From an optimization exercise on the open Yosys and OpenROAD flow, aimed at small area; shortcuts taken in it are not production practice. Only simulation tests tie the RTL to the original design; equivalence was not proved. Power figures rest on the tool's default switching activity, not on a simulated workload.

File: run.sh
#!/bin/bash
# synth_recipe.tcl (not shown) runs the flow's synth.tcl, then flattens the netlist and writes it again
# the make line also repeats each setting of config.mk as NAME=value (left out here)
make -C /OpenROAD-flow-scripts/flow DESIGN_CONFIG=/design/flow/config.mk WORK_HOME=/design/flow/orfs CLKGATE_MAP_FILE= SYNTH_SCRIPT=/design/flow/synth_recipe.tcl finish
File: config.mk
export PLATFORM = sky130hd
export DESIGN_NAME = m95m02_seq
export DESIGN_NICKNAME = m95m02_seq
export VERILOG_FILES = /design/flow/design.v
export SDC_FILE = /design/flow/constraint.sdc
export NUM_CORES = 4
export LEC_CHECK = 0
export CAP_MARGIN = 20
export CORE_MARGIN = 2
export CORE_UTILIZATION = 40
export SLEW_MARGIN = 20
File: constraint.sdc
create_clock -name core_clock -period 8.0 [get_ports {clk}]
set_input_delay 1.6000 -clock core_clock [delete_from_list [all_inputs] [get_ports {clk}]]
set_output_delay 1.6000 -clock core_clock [all_outputs]
set_load 0.01 [all_outputs]
File: design.v
module m95m02_decode (
    input  wire [3:0] op,
    output reg  [7:0] wop,       
    output reg  [1:0] akind,     
    output reg  [1:0] nkind,     
    output reg  [1:0] src,       
    output reg  [2:0] sink,      
    output wire       illegal    
);
    localparam AK_NONE = 2'd0, AK_MAIN = 2'd1, AK_ID = 2'd2, AK_LOCK = 2'd3;
    localparam NL_ZERO = 2'd0, NL_ONE = 2'd1, NL_LEN = 2'd2;
    localparam SRC_DUMMY = 2'd0, SRC_LDATA = 2'd1, SRC_BUF = 2'd2, SRC_LOCK = 2'd3;
    localparam SNK_NONE = 3'd0, SNK_RDATA = 3'd1, SNK_RFLAG = 3'd2, SNK_BUF = 3'd3,
               SNK_BUF0 = 3'd4;
    assign illegal = (op == 4'hE) || (op == 4'hF);
    always @(*) begin
        wop   = 8'h00;
        akind = AK_NONE;
        nkind = NL_ZERO;
        src   = SRC_DUMMY;
        sink  = SNK_NONE;
        case (op)
            4'h0: begin  
            end
            4'h1: begin  
                wop = 8'h02; akind = AK_MAIN; nkind = NL_ONE; src = SRC_LDATA;
            end
            4'h2: begin  
                wop = 8'h02; akind = AK_MAIN; nkind = NL_LEN; src = SRC_BUF;
            end
            4'h3: begin  
                wop = 8'h03; akind = AK_MAIN; nkind = NL_ONE; sink = SNK_RDATA;
            end
            4'h4: begin  
                wop = 8'h03; akind = AK_MAIN; nkind = NL_LEN; sink = SNK_BUF;
            end
            4'h5: begin  
                wop = 8'h05; nkind = NL_ONE; sink = SNK_RDATA;
            end
            4'h6: begin  
                wop = 8'h05; nkind = NL_ONE; sink = SNK_RFLAG;
            end
            4'h7: begin  
                wop = 8'h06;
            end
            4'h8: begin  
                wop = 8'h83; akind = AK_ID; nkind = NL_LEN; sink = SNK_BUF;
            end
            4'h9: begin  
                wop = 8'h82; akind = AK_ID; nkind = NL_LEN; src = SRC_BUF;
            end
            4'hA: begin  
                wop = 8'h83; akind = AK_LOCK; nkind = NL_ONE; sink = SNK_BUF0;
            end
            4'hB: begin  
                wop = 8'h82; akind = AK_LOCK; nkind = NL_ONE; src = SRC_LOCK;
            end
            4'hC: begin  
                wop = 8'h04;
            end
            4'hD: begin  
                wop = 8'h01; nkind = NL_ONE; src = SRC_LDATA;
            end
            default: begin  
            end
        endcase
    end
endmodule
module m95m02_seq (
    input  wire        clk,
    input  wire        rst,           
    input  wire        cmd_valid,
    output wire        cmd_ready,
    input  wire [3:0]  cmd_op,
    input  wire [31:0] cmd_addr,
    input  wire [31:0] cmd_len,
    input  wire [7:0]  cmd_data,
    output reg         rsp_valid,
    output wire [31:0] rsp_count,
    output wire [7:0]  rsp_data,
    output wire        rsp_flag,
    output wire [2:0]  rsp_err,
    output wire [31:0] buf_idx,
    output wire        buf_we,
    output wire [7:0]  buf_wdata,
    input  wire [7:0]  buf_rdata,
    output wire        t_init,
    output wire        t_req,
    output reg  [7:0]  t_out,
    input  wire        t_ack,
    input  wire [7:0]  t_in,
    input  wire        t_fail,
    output wire        frame_active,
    input  wire [2:0]  reg_addr,
    output reg  [31:0] reg_rdata
);
    localparam PH_IDLE  = 3'd0;
    localparam PH_TINIT = 3'd1;
    localparam PH_OPC   = 3'd2;
    localparam PH_AHI   = 3'd3;
    localparam PH_AMID  = 3'd4;
    localparam PH_ALO   = 3'd5;
    localparam PH_DATA  = 3'd6;
    localparam E_NONE    = 3'd0;
    localparam E_RANGE   = 3'd1;
    localparam E_PAGE    = 3'd2;
    localparam E_XPORT   = 3'd3;
    localparam E_ILLEGAL = 3'd4;
    localparam AK_NONE = 2'd0, AK_MAIN = 2'd1, AK_ID = 2'd2, AK_LOCK = 2'd3;
    localparam NL_ZERO = 2'd0, NL_ONE = 2'd1, NL_LEN = 2'd2;
    localparam SRC_DUMMY = 2'd0, SRC_LDATA = 2'd1, SRC_BUF = 2'd2, SRC_LOCK = 2'd3;
    localparam SNK_NONE = 3'd0, SNK_RDATA = 3'd1, SNK_RFLAG = 3'd2, SNK_BUF = 3'd3,
               SNK_BUF0 = 3'd4;
    reg [2:0]  phase;
    reg [31:0] idx;
    reg [3:0]  l_op;
    reg [23:0] faddr;
    reg [31:0] l_len;
    reg [7:0]  l_data;
    reg [7:0]  r_data;
    reg        r_flag;
    reg [2:0]  r_err;
    wire [7:0] c_wop;
    wire [1:0] c_akind, c_nkind, c_src;
    wire [2:0] c_sink;
    wire       c_illegal;
    m95m02_decode u_cmd_dec (
        .op(cmd_op), .wop(c_wop), .akind(c_akind), .nkind(c_nkind),
        .src(c_src), .sink(c_sink), .illegal(c_illegal)
    );
    reg [31:0] c_nlen;
    always @(*) begin
        case (c_nkind)
            NL_ONE:  c_nlen = 32'd1;
            NL_LEN:  c_nlen = cmd_len;
            default: c_nlen = 32'd0;
        endcase
    end
    wire c_range_err = ((c_akind == AK_MAIN) && (cmd_addr >= 32'h0004_0000)) ||
                       ((c_akind == AK_ID)   && (cmd_addr >= 32'h0000_0100));
    wire [32:0] c_page_end = {25'd0, cmd_addr[7:0]} + {1'b0, c_nlen};
    wire c_is_page_write = (cmd_op == 4'h2) || (cmd_op == 4'h9);
    wire c_page_err = c_is_page_write && (c_page_end > 33'd256);
    reg [2:0] c_err;
    always @(*) begin
        if (c_illegal)        c_err = E_ILLEGAL;
        else if (c_range_err) c_err = E_RANGE;
        else if (c_page_err)  c_err = E_PAGE;
        else                  c_err = E_NONE;
    end
    reg [23:0] c_faddr;
    always @(*) begin
        case (c_akind)
            AK_MAIN: c_faddr = cmd_addr[23:0];
            AK_ID:   c_faddr = {16'h0000, cmd_addr[7:0]};
            AK_LOCK: c_faddr = 24'h000400;
            default: c_faddr = 24'h000000;
        endcase
    end
    assign cmd_ready = (phase == PH_IDLE);
    wire issue = cmd_valid && cmd_ready;
    wire [7:0] l_wop;
    wire [1:0] l_akind, l_nkind, l_src;
    wire [2:0] l_sink;
    wire       l_illegal;
    m95m02_decode u_lat_dec (
        .op(l_op), .wop(l_wop), .akind(l_akind), .nkind(l_nkind),
        .src(l_src), .sink(l_sink), .illegal(l_illegal)
    );
    assign frame_active = (phase == PH_OPC) || (phase == PH_AHI) ||
                          (phase == PH_AMID) || (phase == PH_ALO) ||
                          (phase == PH_DATA);
    assign t_req  = frame_active;
    assign t_init = (phase == PH_TINIT);
    wire xchg_done = frame_active && t_ack;       
    wire xchg_ok   = xchg_done && !t_fail;
    wire init_done = (phase == PH_TINIT) && t_ack;
    wire [31:0] idx_next  = idx + 32'd1;
    wire        data_last = (idx_next == l_len);
    always @(*) begin
        case (phase)
            PH_OPC:  t_out = l_wop;
            PH_AHI:  t_out = faddr[23:16];
            PH_AMID: t_out = faddr[15:8];
            PH_ALO:  t_out = faddr[7:0];
            PH_DATA: begin
                case (l_src)
                    SRC_LDATA: t_out = l_data;
                    SRC_BUF:   t_out = buf_rdata;
                    SRC_LOCK:  t_out = 8'h02;
                    default:   t_out = 8'h00;
                endcase
            end
            default: t_out = 8'h00;
        endcase
    end
    assign buf_idx   = idx;
    assign buf_wdata = t_in;
    assign buf_we    = (phase == PH_DATA) && xchg_ok &&
                       ((l_sink == SNK_BUF) || (l_sink == SNK_BUF0));
    always @(posedge clk) begin
        if (rst) begin
            phase     <= PH_IDLE;
            idx       <= 32'd0;
            l_op      <= 4'd0;
            faddr     <= 24'd0;
            l_len     <= 32'd0;
            l_data    <= 8'd0;
            r_data    <= 8'd0;
            r_flag    <= 1'b0;
            r_err     <= E_NONE;
            rsp_valid <= 1'b0;
        end else begin
            rsp_valid <= 1'b0;
            case (phase)
                PH_IDLE: begin
                    if (issue) begin
                        r_err  <= c_err;
                        r_data <= 8'd0;
                        r_flag <= 1'b0;
                        idx    <= 32'd0;
                        l_op   <= cmd_op;
                        if (c_err != E_NONE) begin
                            rsp_valid <= 1'b1;
                        end else begin
                            faddr  <= c_faddr;
                            l_len  <= c_nlen;
                            l_data <= cmd_data;
                            if (cmd_op == 4'h0)
                                phase <= PH_TINIT;
                            else
                                phase <= PH_OPC;
                        end
                    end
                end
                PH_TINIT: begin
                    if (init_done) begin
                        phase     <= PH_IDLE;
                        rsp_valid <= 1'b1;
                    end
                end
                default: begin  
                    if (xchg_done && t_fail) begin
                        r_err     <= E_XPORT;
                        phase     <= PH_IDLE;
                        rsp_valid <= 1'b1;
                    end else if (xchg_ok) begin
                        case (phase)
                            PH_OPC: begin
                                if (l_akind != AK_NONE) begin
                                    phase <= PH_AHI;
                                end else if (l_len == 32'd0) begin
                                    phase     <= PH_IDLE;
                                    rsp_valid <= 1'b1;
                                end else begin
                                    phase <= PH_DATA;
                                end
                            end
                            PH_AHI:  phase <= PH_AMID;
                            PH_AMID: phase <= PH_ALO;
                            PH_ALO: begin
                                if (l_len == 32'd0) begin
                                    phase     <= PH_IDLE;
                                    rsp_valid <= 1'b1;
                                end else begin
                                    phase <= PH_DATA;
                                end
                            end
                            PH_DATA: begin
                                case (l_sink)
                                    SNK_RDATA, SNK_BUF0: r_data <= t_in;
                                    SNK_RFLAG: begin
                                        r_data <= t_in;
                                        r_flag <= t_in[0];
                                    end
                                    default: ;
                                endcase
                                idx <= idx_next;
                                if (data_last) begin
                                    phase     <= PH_IDLE;
                                    rsp_valid <= 1'b1;
                                end
                            end
                            default: phase <= PH_IDLE;
                        endcase
                    end
                end
            endcase
        end
    end
    assign rsp_count = idx;
    assign rsp_data  = r_data;
    assign rsp_flag  = r_flag;
    assign rsp_err   = r_err;
    wire busy = (phase != PH_IDLE);
    wire errf = (r_err != E_NONE);
    always @(*) begin
        case (reg_addr)
            3'd0: reg_rdata = {25'd0, phase, frame_active, r_flag, errf, busy};
            3'd1: reg_rdata = {29'd0, r_err};
            3'd2: reg_rdata = idx;
            3'd3: reg_rdata = {24'd0, r_data};
            3'd4: reg_rdata = {28'd0, l_op};
            3'd5: reg_rdata = {8'd0, faddr};
            3'd6: reg_rdata = l_len;
            default: reg_rdata = {24'd0, l_data};
        endcase
    end
endmodule
==> metrics.yaml <==
antenna_found_initial: 1
post-cts-setup-buffers: 0
min-delay-path-class: "register to register"
worst_slew_pin_slew_ns: 1.07
powerDensity_nw_per_um2: 157
cts.sink_count: 126
clk_path_buf_depth: 2
htreeDepth: 4
gp_congestion: 0.960
timing.setup.tns_ns: 0
status: "timing/DRC/antenna clean"
slew_headroom: 0.284
clkTransAtPathRegs_ns: 0.06
ir_drop_mv: 0.140
synth_area_leaders: "dfxtp_1 25%, nand2_1 4.7%, a21oi_1 4.6%"
overflow: 0
seq_area_um2: 2520
hold_buffers: 0
row_count: 57
finalNetCount: 1543
slew_violations: 0
drv_cap: 0
syn-num-nets: 1437
first_pass_iters: 5
core_area_um2: 24300
start_util: 0.407
synthToLayoutAreaGrowth_pct: 26.6
hold_ws_ns: 0.491
synth-seq-cells: 126
synth_area_um2: 9900
clockRootBuffer: "clkbuf_16"
cp_max_fo: 52
period_minus_slack_ns: 6.75
fillCellCount: 2372
synthXorXnorAreaFrac: 0.0531
ys_types: 77
num_vias: 10900
die_y_um: 161
vias_per_cell: 6.19
synth_top_family_by_area: "simple AND/OR/NAND/NOR gates"
arrival_ns: 7.07
drtIter0Drc: 991
synth_top_cell_area_share: 0.255
ys.warnings.count: 2
clkLatencyLatePin_ns: 0.43
io_buffers: 229
routed_wl_um: 37700
worstPathRequired_ns: 8.32
cp-start-kind: "primary input"
die_width_um: 161
drt-wirelength-per-cell_um: 21.4
pin_count: 230
cts-resized-gates: 0
dpl.hpwl_um: 28500
synth_top_area_cell: "dfxtp_1"
synth-simple-area-share: 0.278
post-route-period-util: 0.844
n_antenna_cell: 0
grt_max_degree: 58
multiInputGateArea_um2: 6550
ant_nets: 0
synth-compound-area-share: 0.245
hold_viol_final: 0
synth_flop_cell: "dfxtp_1"
avgSynthCellArea_um2: 7.53
grt_pass1_wl_um: 58300
dieArea_um2: 26000
rsz0062_at_grt: "false"
drive_above_1_share: 0.0628
clock.fmax_ghz: 0.148
drc: 0
finalCoreUtilization: 0.516
cts_tree: "done"
synth_common_cells: "126 x dfxtp_1, 123 x nand2_1, 99 x clkbuf_1, 93 x nor2_1, 92 x a21oi_1"
synth_adder_area_share: 0.0285
cts-buffers-inserted: 17
synthMuxAreaShare: 0.0538
grt_pass1_vias: 10100
criticalPathCategory: "primary input to register"
leakage_nw: 4.35
synth_cells: 1315
setup_viol: 0
synthMostInstantiatedCell: "dfxtp_1"
grt_usage: 0.285
synth-edff-count: 0
synthArstFlopShare: 0
skew_ns: 0.0118
worst_setup_path_end_kind: "register"
ys_seq_area_frac: 0.255
final cells by class:
class	instances	share of cell area
clock buffer	21	0.0383
clock inverter	11	0.00848
inverter	23	0.00688
multi-input combinational	1009	0.522
sequential	126	0.201
tap	324	0.0323
timing repair buffer	244	0.191
cells by family after synthesis:
| group | Yosys count |
|---|---|
| AOI/OAI and AO/OA | 355 |
| xor gates and xnor gates | 60 |
| adders and majority gates | 22 |
| buffers and inverters | 180 |
| DFF | 126 |
| muxes | 45 |
| and+or+nand+nor | 527 |
path summary, 6_finish.rpt:
kind | startpoint | to | slack, ns | depth (start not counted)
max reg2reg | phase[0] | l_sink[2] | 3.67 | 9
min reg2reg | r_data[3] | r_data[3] | 0.49 | 2
max | cmd_op[1] | l_len[29] | 1.25 | 19
min | r_data[3] | r_data[3] | 0.49 | 2
through the flow:
step	setup slack [ns]	cells	total power [mW]	instance area, um^2
after CTS	1.21	1758	1.96	12500
after floorplan	1.15	1315	1.00	9900
final	1.25	1758	1.97	12500
after global placement	0.835	1726	1.20	12000
after global routing	0.755	1758	2.04	12500
after detailed placement	0.767	1726	1.20	12000
worst max-delay path: stages:
cell	delay, ns
clkdlybuf4s50_1	0.58
inv_1	0.13
ha_1	0.28
mux4_2	0.49
ha_1	0.22
a21oi_1	0.11
nor2_1	0.07
ha_1	0.21
fa_1	0.40
a211oi_1	0.41
nor2_1	0.11
xor2_1	0.15
nor4_1	0.26
a31oi_1	0.16
or4_1	0.52
or4_1	0.55
buf_4	0.31
and4_1	0.28
a41o_1	0.19
cell usage in the layout, fill, tap and decap left out, types with 8 or more instances in the layout:
| cell type | netlist | routed |
|---|---|---|
| nand2_1 | 123 | 123 |
| xnor2_1 | 40 | 40 |
| a21o_1 | 8 | 8 |
| a22o_1 | 37 | 37 |
| a21oi_1 | 92 | 92 |
| nor2_1 | 93 | 92 |
| a211oi_1 | 10 | 10 |
| o21ai_1 | 9 | 9 |
| nor3_1 | 15 | 15 |
| nand3_1 | 85 | 84 |
| o221ai_1 | 9 | 9 |
| and2_1 | 18 | 18 |
| clkbuf_16 | 0 | 17 |
| nor2b_1 | 14 | 13 |
| or3_1 | 9 | 9 |
| buf_4 | 41 | 15 |
| nor3b_1 | 9 | 8 |
| inv_1 | 22 | 22 |
| and4_1 | 8 | 8 |
| and3_1 | 20 | 20 |
| xor2_1 | 20 | 20 |
| a311oi_1 | 9 | 8 |
| nand2b_1 | 9 | 9 |
| o211ai_1 | 11 | 11 |
| dfxtp_1 | 126 | 126 |
| mux2i_1 | 33 | 33 |
| nor4_1 | 29 | 29 |
| nand4_1 | 60 | 60 |
| clkdlybuf4s50_1 | 0 | 227 |
| o31ai_2 | 9 | 9 |
| ha_1 | 21 | 21 |
| a31oi_1 | 13 | 13 |
| a22oi_1 | 17 | 17 |
| o2111ai_1 | 18 | 18 |
| o21ai_0 | 66 | 66 |
power by group:
group / internal [mW] / switching (mW) / total [mW]
Clock: 0.462 / 0.309 / 0.771
Sequential: 0.659 / 0.0470 / 0.706
Combinational: 0.192 / 0.297 / 0.488
Total: 1.31 / 0.653 / 1.97
metal layers:
metal	track usage	wire [um]	vias up
met1	0.422	17200	5157
met2	0.433	16600	571
met4	0.0694	668	0
met5	0	0	-
met3	0.0416	3150	53
li1	-	-	5093
registers in the layout, summed over array words and instances, names as in the netlist:
register	cells
l_op	4
idx	32
rsp_valid	1
l_src	2
l_wop	3
l_data	8
l_sink	3
faddr	24
r_err	3
r_flag	1
r_data	8
phase	3
l_akind	2
l_len	32

port drivers added, routing unchanged:
How much do the figures lean on ideal ports? The routed layout below was timed once more, with nothing changed but the port constraints.
Step 1: set_driving_cell puts a clkbuf_16 on clk and a buf_2 on each other input, an assumption about the parent block.
Step 2 moves the port delays by t, midway between the first and last clock arrival at a register: inputs arrive t later, outputs are due t later. That takes back most of the time a late clock gives input paths.
Three values: no drivers, after step 1, after step 2; two values: the first two.
t (ns): 0.471
setup slack, ns: 1.251 / 1.270 / 0.799
worst register clock-pin slew, ns: 0.06 / 0.06
worst data-port slew with drivers (ns): 0.04
cell pins on the clock port's net: 1
After both steps setup and hold are still met in this run. The setup slack of this run moves by +0.019 ns with the drivers and by -0.452 ns with both steps.
